From an optimization exercise on the open Yosys and OpenROAD flow, aimed at small area; shortcuts taken in it are not production practice. Function was checked by simulation only, so behaviour that the tests miss may differ from the original. No activity file was given, so power comes from the tool's default toggle rates.

==> onyx <==
## ptd
module ptd (
    input  wire        clk,
    input  wire        rst,           
    input  wire [7:0]  reg_addr,      
    input  wire        reg_we,
    input  wire [31:0] reg_wdata,
    output reg  [31:0] reg_rdata,
    input  wire [31:0] rom_size,
    input  wire [31:0] pix_size,
    input  wire [31:0] pkd_size,
    output reg         rom_req,
    output reg  [31:0] rom_addr,
    input  wire        rom_ack,
    input  wire [7:0]  rom_rdata,
    output reg         pix_req,
    output reg         pix_we,
    output reg  [31:0] pix_addr,
    output reg  [7:0]  pix_wdata,
    input  wire        pix_ack,
    input  wire [7:0]  pix_rdata,
    output reg         pkd_req,
    output reg  [31:0] pkd_addr,
    output reg  [7:0]  pkd_wdata,
    input  wire        pkd_ack,
    output wire        busy
);
    localparam [3:0] F_ADDRRANGE  = 4'd1,
                     F_ILLEGAL    = 4'd2,
                     F_ROMBOUNDS  = 4'd3,
                     F_GEOMETRY   = 4'd4,
                     F_PIXBOUNDS  = 4'd5,
                     F_PKDBOUNDS  = 4'd6,
                     F_PIXELRANGE = 4'd7,
                     F_IDUNDER    = 4'd8;
    localparam [2:0] OP_DTILE = 3'd2, OP_PACK = 3'd3, OP_COMPOSE = 3'd4,
                     OP_ASSEMBLE = 3'd5;
    localparam [4:0] S_IDLE = 5'd0,
                     S_G1A  = 5'd1,    
                     S_G1B  = 5'd2,    
                     S_GH   = 5'd30,   
  ...
Settings: LEC_CHECK=0, ABC_AREA=1, CAP_MARGIN=20, CORE_MARGIN=2, CORE_UTILIZATION=50, PLACE_DENSITY=0.6, SLEW_MARGIN=20; clock period 12.0 ns.
standard.sh (not shown) runs the stock make flow with config.mk's settings and CLKGATE_MAP_FILE= SYNTH_SCRIPT=/design/flow/synth_recipe.tcl, a recipe that flattens the netlist after the stock synthesis.
==> flow/flow/run.sh <==
#!/bin/bash
# Own layout flow: the standard flow, with the standard synthesis's combinational
# logic re-mapped by ABC for area (its registers, names and cells kept as they are),
# and the port buffers made with the smallest buffer cell.
set -euo pipefail
W=$PWD
R=$W/orfs/results/$FLOW_PLATFORM/ptd/base
export BUFFER_PORTS_ARGS="-buffer_cell sky130_fd_sc_hd__buf_1"
export CTS_ARGS="-sink_clustering_enable -repair_clock_nets -dont_use_dummy_load -sink_clustering_size 25 -sink_clustering_max_diameter 60 -buf_list sky130_fd_sc_hd__clkbuf_16"

# 1. standard synthesis
bash standard.sh synth > $W/flow_synth.log 2>&1

# 2. re-map the combinational logic, keeping every flip-flop instance
cp $R/1_2_yosys.v $W/std_netlist.v
LIB=$(ls $FLOW_HOME/platforms/$FLOW_PLATFORM/lib/sky130_fd_sc_hd__tt_025C_1v80.lib)
sed -e "s#@LIB@#$LIB#g" -e "s#@IN@#$W/std_netlist.v#g" -e "s#@OUT@#$W/remap.v#g" \
    -e "s#@ABC@#$W/flow/area.abc#g" $W/flow/remap.ys > $W/remap_run.ys
yosys -s $W/remap_run.ys > $W/flow_remap.log 2>&1
cp $W/remap.v $R/1_2_yosys.v
rm -f $R/1_synth.odb $R/1_synth.sdc
bash standard.sh synth > $W/flow_synth2.log 2>&1

# 3. the rest of the standard flow
bash standard.sh ${RUN_TARGET:-finish} > $W/flow_finish.log 2>&1
Other scripts of this flow, unchanged in this note and not shown: flow/flow/area.abc, flow/flow/remap.ys
==> yarrow: changes against onyx <==
--- a/flow/design.v
+++ b/flow/design.v
@@ -62,19 +62,18 @@
                      S_RHI  = 5'd24,
                      S_PIX  = 5'd25,
                      S_NEXT = 5'd26,
                      S_NXT2 = 5'd27,
                      S_MVB  = 5'd28,
                      S_MVY  = 5'd29;
     reg [2:0]  op3;              
     reg        cflag;            
-    reg        st_busy, st_done;
+    reg        st_busy, st_done, st_fault;
     reg [3:0]  r_err;
-    wire       st_fault = (r_err != 4'd0);    
     reg [31:0] ei;               
     reg [23:0] r_xlin;
     reg [21:0] r_xlout;
     reg [31:0] r_src, r_grid, r_vbase, r_vpitch, r_vdim, r_pkbase;
     reg [29:0] r_pklen;
     reg [31:0] r_mapbase, r_b16base, r_b4base, r_tsbase;
     reg [7:0]  r_tbias;
     assign busy = st_busy;
@@ -296,16 +295,17 @@
         if (rst_any || (hw && reg_addr[7:2] == 6'h12)) r_tsbase  <= wd;
         if (rst_any || (hw && reg_addr[7:2] == 6'h13)) r_tbias   <= wd[7:0];
     end
     task automatic raise(input [3:0] code, input [31:0] info);
         begin
             r_err    <= code;
             ei       <= info;
             st_busy  <= 1'b0;
+            st_fault <= 1'b1;
             state    <= S_IDLE;
         end
     endtask
     task automatic finish_ok;
         begin
             st_busy <= 1'b0;
             st_done <= 1'b1;
             ei      <= 32'd0;
@@ -317,30 +317,32 @@
         yl_r <= ylast;
     end
     always @(posedge clk) begin
         if (rst || srst) begin
             op3       <= 3'd0;
             cflag     <= 1'b0;
             st_busy   <= 1'b0;
             st_done   <= 1'b0;
+            st_fault  <= 1'b0;
             r_err     <= 4'd0;
             ei        <= 32'd0;
             r_xlout   <= 22'd0;
             r_pklen   <= 30'd0;
             state     <= S_IDLE;
         end else begin
             if (chk && !ph) begin
                 ph   <= 1'b1;
                 hitr <= hit;
             end else case (state)
                 S_IDLE: begin
                     if (cmd_wr) begin
                         op3      <= reg_wdata[2:0];
                         st_done  <= 1'b0;
+                        st_fault <= 1'b0;
                         if (!legal) begin
                             cflag <= 1'b1;
                             raise(F_ILLEGAL, reg_wdata);
                         end else if (reg_wdata[2:0] == 3'd1) begin
                             if (r_xlin[15]) begin
                                 raise(F_ADDRRANGE, {8'd0, r_xlin});
                             end else begin
                                 r_xlout <= {(r_xlin[14] ? r_xlin[23:16] : 8'd0), r_xlin[13:0]};
@@ -450,17 +452,17 @@
                 S_PRE2: begin
                     pa <= s[31:0];
                     xc <= 16'd0;
                     yc <= yn;
                     rowend <= 1'b0;
                     state <= ylast ? S_PE0 : S_PRD;
                 end
                 S_PE0: begin
-                    pa <= s[31:0];
+                    pa <= 32'd0;
                     yc <= 16'd0;
                     state <= S_PE1;
                 end
                 S_PE1: begin
                     pa <= s[31:0];
                     yc <= yn;
                     if (ylast) begin
                         r_pklen <= s[29:0];
--- a/flow/flow/run.sh
+++ b/flow/flow/run.sh
@@ -1,17 +1,17 @@
 #!/bin/bash
 # Own layout flow: the standard flow, with the standard synthesis's combinational
 # logic re-mapped by ABC for area (its registers, names and cells kept as they are),
 # and the port buffers made with the smallest buffer cell.
 set -euo pipefail
 W=$PWD
 R=$W/orfs/results/$FLOW_PLATFORM/ptd/base
 export BUFFER_PORTS_ARGS="-buffer_cell sky130_fd_sc_hd__buf_1"
-export CTS_ARGS="-sink_clustering_enable -repair_clock_nets -dont_use_dummy_load -sink_clustering_size 25 -sink_clustering_max_diameter 60 -buf_list sky130_fd_sc_hd__clkbuf_16"
+export CTS_ARGS="-sink_clustering_enable -repair_clock_nets -dont_use_dummy_load -sink_clustering_size 30 -sink_clustering_max_diameter 70 -buf_list sky130_fd_sc_hd__clkbuf_16"
 
 # 1. standard synthesis
 bash standard.sh synth > $W/flow_synth.log 2>&1
 
 # 2. re-map the combinational logic, keeping every flip-flop instance
 cp $R/1_2_yosys.v $W/std_netlist.v
 LIB=$(ls $FLOW_HOME/platforms/$FLOW_PLATFORM/lib/sky130_fd_sc_hd__tt_025C_1v80.lib)
 sed -e "s#@LIB@#$LIB#g" -e "s#@IN@#$W/std_netlist.v#g" -e "s#@OUT@#$W/remap.v#g" \
CORE_UTILIZATION = 55   (was 50)
PLACE_DENSITY = 0.65   (was 0.6)
==> qor summary <==
Net switching fraction of the power: onyx 44.0%; yarrow 46.1%
Number of iterations in the first detailed-routing pass: onyx 14; yarrow 13
Final std cell area, no fill: onyx 33,700 um^2; yarrow 33,500 um^2
Std-Cell Rows: onyx 88; yarrow 84
Delay of the slowest cell on the worst path: onyx 0.43 ns; yarrow 0.78 ns
Switching Power: onyx 3.11 mW; yarrow 3.45 mW
Final Core Density: onyx 58.8%; yarrow 63.6%
Cell Count Post-Placement: onyx 3,875; yarrow 3,790
Chip width: onyx 244 um; yarrow 235 um
Synthesized cell area: onyx 28,900 um^2; yarrow 29,300 um^2
Upper clock frequency limit: onyx 86.6 MHz; yarrow 85.0 MHz
Result of the run: onyx complete, no violations; yarrow complete, no violations
Number of violations reported at the end of detailed-routing iteration 0: onyx 7,330; yarrow 6,824
Part of the power in the clock network: onyx 18.5%; yarrow 15.8%
Beginning of the worst register-to-register path: onyx state[2]; yarrow state[1]
Total number of multi-input combinational cells: onyx 2,036; yarrow 2,082

static timing again, ports no longer ideal:
How much do the figures lean on ideal ports? The routed layouts below were timed once more, with nothing changed but the port constraints. Step 1 assumes that a clkbuf_16 drives the clock port and a buf_2 every other input. Step 2 also shifts input and output timing later by t, the mid clock arrival at the registers, as if the neighbouring blocks saw the same clock. Slacks: ideal / step 1 / step 2; pairs: ideal / step 1.
run | t (ns) | slack for setup (ns) | worst setup path at the end
onyx | 0.647 | 0.456 / 0.392 / 1.040 | register to output
yarrow | 0.640 | 0.239 / 0.171 / 0.812 | register to output
After both steps every run listed still meets setup and hold.
